Context: an optimization exercise on an open-source flow, tuned for small area and a short achievable clock period. The choices shown serve that exercise and are no tape-out recipe. RTL that was checked went through simulation tests only; none was proved equivalent to the original. No activity file was given, so power comes from the tool's default toggle rates.

## intron_rx_framer
module intron_rx_framer (
    input  wire         clk,
    input  wire         rst,             
    input  wire         soft_reset,      
    input  wire [47:0]  intron_sess,     
    input  wire         rx_valid,
    input  wire [7:0]   rx_data,
    input  wire         alloc_ok,        
    input  wire         cas_valid,
    input  wire [3:0]   cas_old,
    input  wire [3:0]   cas_new,
    input  wire         activity_clr,    
    input  wire         query_valid,     
    input  wire [7:0]   query_idx,
    input  wire         ap_take,         
    output reg  [3:0]   mode,
    output reg          cas_ok,
    output reg          associated,
    output reg          activity,
    output reg          mac_valid,
    output reg  [47:0]  mac,
    output reg  [7:0]   ap_count,
    output reg          ap_valid,
    output reg  [7:0]   ap_index,
    output reg  [127:0] ap_info,
    output reg          pkt_start,
    output wire [15:0]  pkt_len,
    output reg          pkt_wr,
    output wire [7:0]   pkt_data,
    output reg          pkt_end,
    output reg          pkt_good,
    output reg          evt_valid,
    output reg  [2:0]   evt_code,
    output wire [7:0]   evt_type,
    output wire [15:0]  evt_size
);
For scale: ~1800 cells after synthesis, about 440 flip-flops.
==> flow/config.mk <==
export PLATFORM = sky130hd
export DESIGN_NAME = intron_rx_framer
export DESIGN_NICKNAME = intron_rx_framer
export VERILOG_FILES = /design/flow/design.v
export SDC_FILE = /design/flow/constraint.sdc
export NUM_CORES = 4
export LEC_CHECK = 0
export ABC_AREA = 1
export CAP_MARGIN = 20
export CORE_MARGIN = 2
export CORE_UTILIZATION = 50
export CTS_BUF_LIST = sky130_fd_sc_hd__clkbuf_16
export CTS_CLUSTER_DIAMETER = 100
export CTS_CLUSTER_SIZE = 30
export PLACE_DENSITY = 0.65
export SETUP_SLACK_MARGIN = 5
export SLEW_MARGIN = 20
export SYNTH_HIERARCHICAL = 1
export SYNTH_MINIMUM_KEEP_SIZE = 0
==> flow/constraint.sdc <==
create_clock -name core_clock -period 8.0 [get_ports {clk}]
set_input_delay 1.6000 -clock core_clock [delete_from_list [all_inputs] [get_ports {clk}]]
set_output_delay 1.6000 -clock core_clock [all_outputs]
set_load 0.01 [all_outputs]
standard.sh (not shown) runs the stock make flow with config.mk's settings and CLKGATE_MAP_FILE= SYNTH_SCRIPT=/design/flow/synth_recipe.tcl, a recipe that flattens the netlist after the stock synthesis.
==> flow/flow/run.sh <==
#!/bin/bash
# Standard layout, with the smallest buffer on every port.
set -euo pipefail
bash standard.sh "BUFFER_PORTS_ARGS=-buffer_cell sky130_fd_sc_hd__buf_1" finish > standard.log 2>&1
Rerun with:
--- a/flow/config.mk
+++ b/flow/config.mk
@@ -17,3 +17,2 @@
 export SLEW_MARGIN = 20
-export SYNTH_HIERARCHICAL = 1
-export SYNTH_MINIMUM_KEEP_SIZE = 0
+export TNS_END_PERCENT = 30
=> Hold slack gets worse by 0.0035 ns; sequential cell count stays the same; design area went down by 3.9%.
Rerun with:
--- a/flow/config.mk
+++ b/flow/config.mk
@@ -7,3 +7,3 @@
 export LEC_CHECK = 0
-export ABC_AREA = 1
+export ABC_AREA = 0
 export CAP_MARGIN = 20
The new run completed with no timing, DRC or antenna violations; die area barely changes; area after synthesis came out higher by 0.30%; cell area came out higher by 0.60%; worst hold slack hardly moves; clock power came out lower by about 3%; final cell count came out lower by 11%; wire length came out lower by 4.2%; worst setup slack degrades by 0.42 ns; clock-buffer cell count came out lower by 1; global-route usage came out lower by 0.60 points.
No run of this note included a check of the RTL's function; only the layout flow was run.

---

## run 1
intron_rx_framer, a different RTL version from the one above (not shown whole).
For scale: ~1400 cells after synthesis, about 19000 um^2 of cells after synthesis.
export LEC_CHECK = 0
export CAP_MARGIN = 20
export CORE_MARGIN = 2
export CORE_UTILIZATION = 50
export PLACE_DENSITY = 0.65
export SETUP_SLACK_MARGIN = 5
export SLEW_MARGIN = 20
create_clock -name core_clock -period 8.0 [get_ports {clk}]
Scripts as last shown in full above: flow/flow/run.sh
Run 1 went all the way through the flow, and no timing, DRC or antenna check failed.
Setup changes, run 1 to run 2
- setting SYNTH_MINIMUM_KEEP_SIZE to 0 for the first time
- setting SYNTH_HIERARCHICAL to 1 for the first time
Run 2 finished all stages; the layout is clean. Relative to run 1, the via count measured on run 2 has increased slightly. Changes observed in run 2 relative to run 1: worst slack at placement lost 0.032 ns, worst relative slew slack saw a decrease.
No functional check of the RTL was part of any run of this note.

---

## wip/maple
intron_rx_framer, a different RTL version from the one above (not shown whole).
Size: roughly 1600 cells after synthesis, ~440 flip-flops, ~340 I/O pins.
==> flow/config.mk <==
export PLATFORM = sky130hd
export DESIGN_NAME = intron_rx_framer
export DESIGN_NICKNAME = intron_rx_framer
export VERILOG_FILES = /design/flow/design.v
export SDC_FILE = /design/flow/constraint.sdc
export NUM_CORES = 4
export LEC_CHECK = 0
export ABC_AREA = 1
export CAP_MARGIN = 20
export CORE_MARGIN = 2
export CORE_UTILIZATION = 40
export CTS_BUF_LIST = sky130_fd_sc_hd__clkbuf_16
export CTS_CLUSTER_DIAMETER = 100
export CTS_CLUSTER_SIZE = 30
export PLACE_DENSITY = 0.65
export SETUP_SLACK_MARGIN = 5
export SLEW_MARGIN = 20
export SYNTH_HIERARCHICAL = 1
export SYNTH_MINIMUM_KEEP_SIZE = 0
==> flow/constraint.sdc <==
create_clock -name core_clock -period 8.0 [get_ports {clk}]
set_input_delay 1.6000 -clock core_clock [delete_from_list [all_inputs] [get_ports {clk}]]
set_output_delay 1.6000 -clock core_clock [all_outputs]
set_load 0.01 [all_outputs]
Scripts as last shown in full above: flow/flow/run.sh
Edits applied to the flow inputs when going from wip/maple to wip/delta:
--- a/flow/config.mk
+++ b/flow/config.mk
@@ -11 +11 @@
-export CORE_UTILIZATION = 40
+export CORE_UTILIZATION = 50
@@ -15 +15 @@
-export PLACE_DENSITY = 0.65
+export PLACE_DENSITY = 0.6
[summary]
- In wip/delta the met1 routing resource usage after global routing turned out 5.1 points higher than in wip/maple.
- Against wip/maple, wip/delta reports a setup slack that is higher.
- wip/delta: total power higher than wip/maple
- wip/maple → wip/delta: final hold slack neither gained nor lost much, setup-violating endpoint count in the final report neither gained nor lost much, number of placement rows lost 9.
- wip/delta vs wip/maple — number of buffers other than clock buffers in the final layout climbed by a few percent
## Diff of input files: wip/amber against wip/delta
==> flow/flow/run.sh <==
#!/bin/bash
# Standard layout, with the smallest buffer on every port and no gate cloning in timing repair.
set -euo pipefail
bash standard.sh "BUFFER_PORTS_ARGS=-buffer_cell sky130_fd_sc_hd__buf_1" SKIP_GATE_CLONING=1 finish > standard.log 2>&1
Results
Both conditions hold for wip/amber: the flow ran to the end and the final layout passed the timing, design-rule and antenna checks.
wip/amber and wip/delta ended up with nearly the same share of power burned in the clock network.
In the flow results for wip/amber and wip/delta, the area added between synthesis and finish is smaller on wip/delta.
Going from wip/delta to wip/amber, non-clock buffer contribution to total cell area went up 0.64 points; power share of the sequential group held.
wip/delta vs wip/amber, launching element of the worst setup path: rx_data[2] vs rx_data[1]
Looking at via count across wip/amber and wip/delta, the one that comes out higher is wip/amber.
Diff wip/delta -> wip/amber: global-route wire length before repair shows an increase of 1.9%, final cell count shows an increase of about 0.5%, worst-case vdd ir drop shows a reduction of about 0.8%, peak clock frequency supported by timing shows a reduction of 2.1%, worst-case setup margin in the final layout shows a reduction of 63 ps.
Input-level comparison between wip/sierra and wip/amber:
==> flow/flow/run.sh <==
#!/bin/bash
# Standard layout, with the smallest buffer on every port.
set -euo pipefail
bash standard.sh "BUFFER_PORTS_ARGS=-buffer_cell sky130_fd_sc_hd__buf_1" finish > standard.log 2>&1
--- a/flow/config.mk
+++ b/flow/config.mk
@@ -15 +15 @@
-export PLACE_DENSITY = 0.6
+export PLACE_DENSITY = 0.65
--- outcome ---
Fmax: wip/sierra higher than wip/amber. Lower cell area among wip/sierra and wip/amber: wip/sierra. Summary of the comparison: overall power consumption is lower in wip/sierra, relative to wip/amber. Diff wip/amber -> wip/sierra: first-pass GRT wire length moved down; post-route worst setup slack moved up; routed wire length moved down; share of the final layout cell area in multi-input gates moved up.
> inputs changed (wip/sierra -> wip/ember)
==> flow/flow/run.sh <==
#!/bin/bash
# Standard layout, with the smallest buffer on every port and a timing-repair
# target of 5.6 ns setup slack.
set -euo pipefail
bash standard.sh "BUFFER_PORTS_ARGS=-buffer_cell sky130_fd_sc_hd__buf_1" SETUP_SLACK_MARGIN=5.6 finish > standard.log 2>&1
--- a/flow/config.mk
+++ b/flow/config.mk
@@ -15,2 +15 @@
-export PLACE_DENSITY = 0.65
-export SETUP_SLACK_MARGIN = 5
+export PLACE_DENSITY = 0.6
==> summary.txt <==
Hold slack across wip/sierra and wip/ember: no real change. Going from wip/sierra to wip/ember, setup slack climbed 35 ps, global-route wire length before repair climbed 8.2 mm. When wip/ember is set beside wip/sierra, its final weighted congestion in routability-driven placement turns out to be 0.0071 larger. wip/ember gives more proportion of power drawn by combinational gates than wip/sierra did. wip/ember vs wip/sierra: area taken by multi-input logic gates up. Looking at critical-path cell with the highest stage delay, the inv_1 result is from wip/ember; the dfxtp_1 one comes from wip/sierra. Per the comparison of wip/ember with wip/sierra, total via count after detailed routing now larger; sequential share of layout area now sits lower; wire length grew by about 11%; post-route minimum period down 35 ps.
## Diff of input files: wip/garnet against wip/ember
==> flow/flow/run.sh <==
#!/bin/bash
# Standard layout, with the smallest buffer on every port and a timing-repair
# target of 5.3 ns setup slack.
set -euo pipefail
bash standard.sh "BUFFER_PORTS_ARGS=-buffer_cell sky130_fd_sc_hd__buf_1" SETUP_SLACK_MARGIN=5.3 finish > standard.log 2>&1
### Flow results
Via count of the first global-routing pass (wip/garnet vs. wip/ember) decreases slightly. Compared wip/garnet vs wip/ember, and critical path depth is up in wip/garnet. Routed wire in wip/garnet totals less than in wip/ember. Going from wip/ember to wip/garnet, number of DRC violations after detailed-routing iteration 0 grew by a few percent. Higher number of standard cells in the final layout excluding fillers was reported by wip/ember, not wip/garnet. Power share of the combinational group sits lower in wip/garnet than in wip/ember. wip/garnet: utilization after layout is 2.5 points lower than what wip/ember reported. | maximum frequency | higher: wip/ember |. Layout multi-input combinational cell count is higher on wip/ember.

[port drivers added, routing unchanged]
How much do the figures lean on ideal ports? The routed layouts below were timed once more, with nothing changed but the port constraints.
Step 1 (the two cells are an assumption about what drives the block):
set clk [get_ports {clk}]
set_driving_cell -lib_cell sky130_fd_sc_hd__clkbuf_16 $clk
set_driving_cell -lib_cell sky130_fd_sc_hd__buf_2 [delete_from_list [all_inputs] $clk]
Step 2 also shifts input and output timing later by t, the mid clock arrival at the registers, as if the neighbouring blocks saw the same clock.
Three values: ideal ports, drivers, drivers and shift; two values: the first two.
| run | shift t [ns] | slack for setup (ns) | hold slack, ns | slew at the worst register clock pin (ns) |
|---|---|---|---|---|
| the first run of note 1 | 0.588 | 4.999 / 5.009 / 4.421 | 0.432 / 0.432 / 0.432 | 0.11 / 0.11 |
| the second run of note 1 | 0.615 | 4.920 / 4.899 / 4.284 | 0.429 / 0.429 / 0.429 | 0.12 / 0.12 |
| the third run of note 1 | 0.589 | 4.497 / 4.424 / 3.835 | 0.429 / 0.429 / 0.429 | 0.12 / 0.12 |
| run 1 | 0.607 | 4.549 / 4.553 / 3.946 | 0.419 / 0.419 / 0.419 | 0.07 / 0.07 |
| run 2 | 0.619 | 4.829 / 4.841 / 4.222 | 0.433 / 0.433 / 0.433 | 0.07 / 0.07 |
| wip/maple | 0.600 | 4.994 / 4.981 / 4.430 | 0.429 / 0.429 / 0.429 | 0.12 / 0.12 |
| wip/delta | 0.595 | 5.076 / 5.020 / 4.515 | 0.428 / 0.428 / 0.428 | 0.12 / 0.12 |
| wip/amber | 0.595 | 5.013 / 5.005 / 4.444 | 0.429 / 0.429 / 0.429 | 0.12 / 0.12 |
| wip/sierra | 0.591 | 5.029 / 4.971 / 4.495 | 0.430 / 0.430 / 0.430 | 0.11 / 0.11 |
| wip/ember | 0.594 | 5.065 / 5.053 / 4.459 | 0.429 / 0.429 / 0.429 | 0.12 / 0.12 |
| wip/garnet | 0.597 | 5.002 / 5.002 / 4.430 | 0.429 / 0.429 / 0.429 | 0.12 / 0.12 |
After both steps setup and hold are still met in every run listed. For the third run of note 1, which loses most, drivers alone change the setup slack by -0.073 ns; drivers and shift together by -0.662 ns.
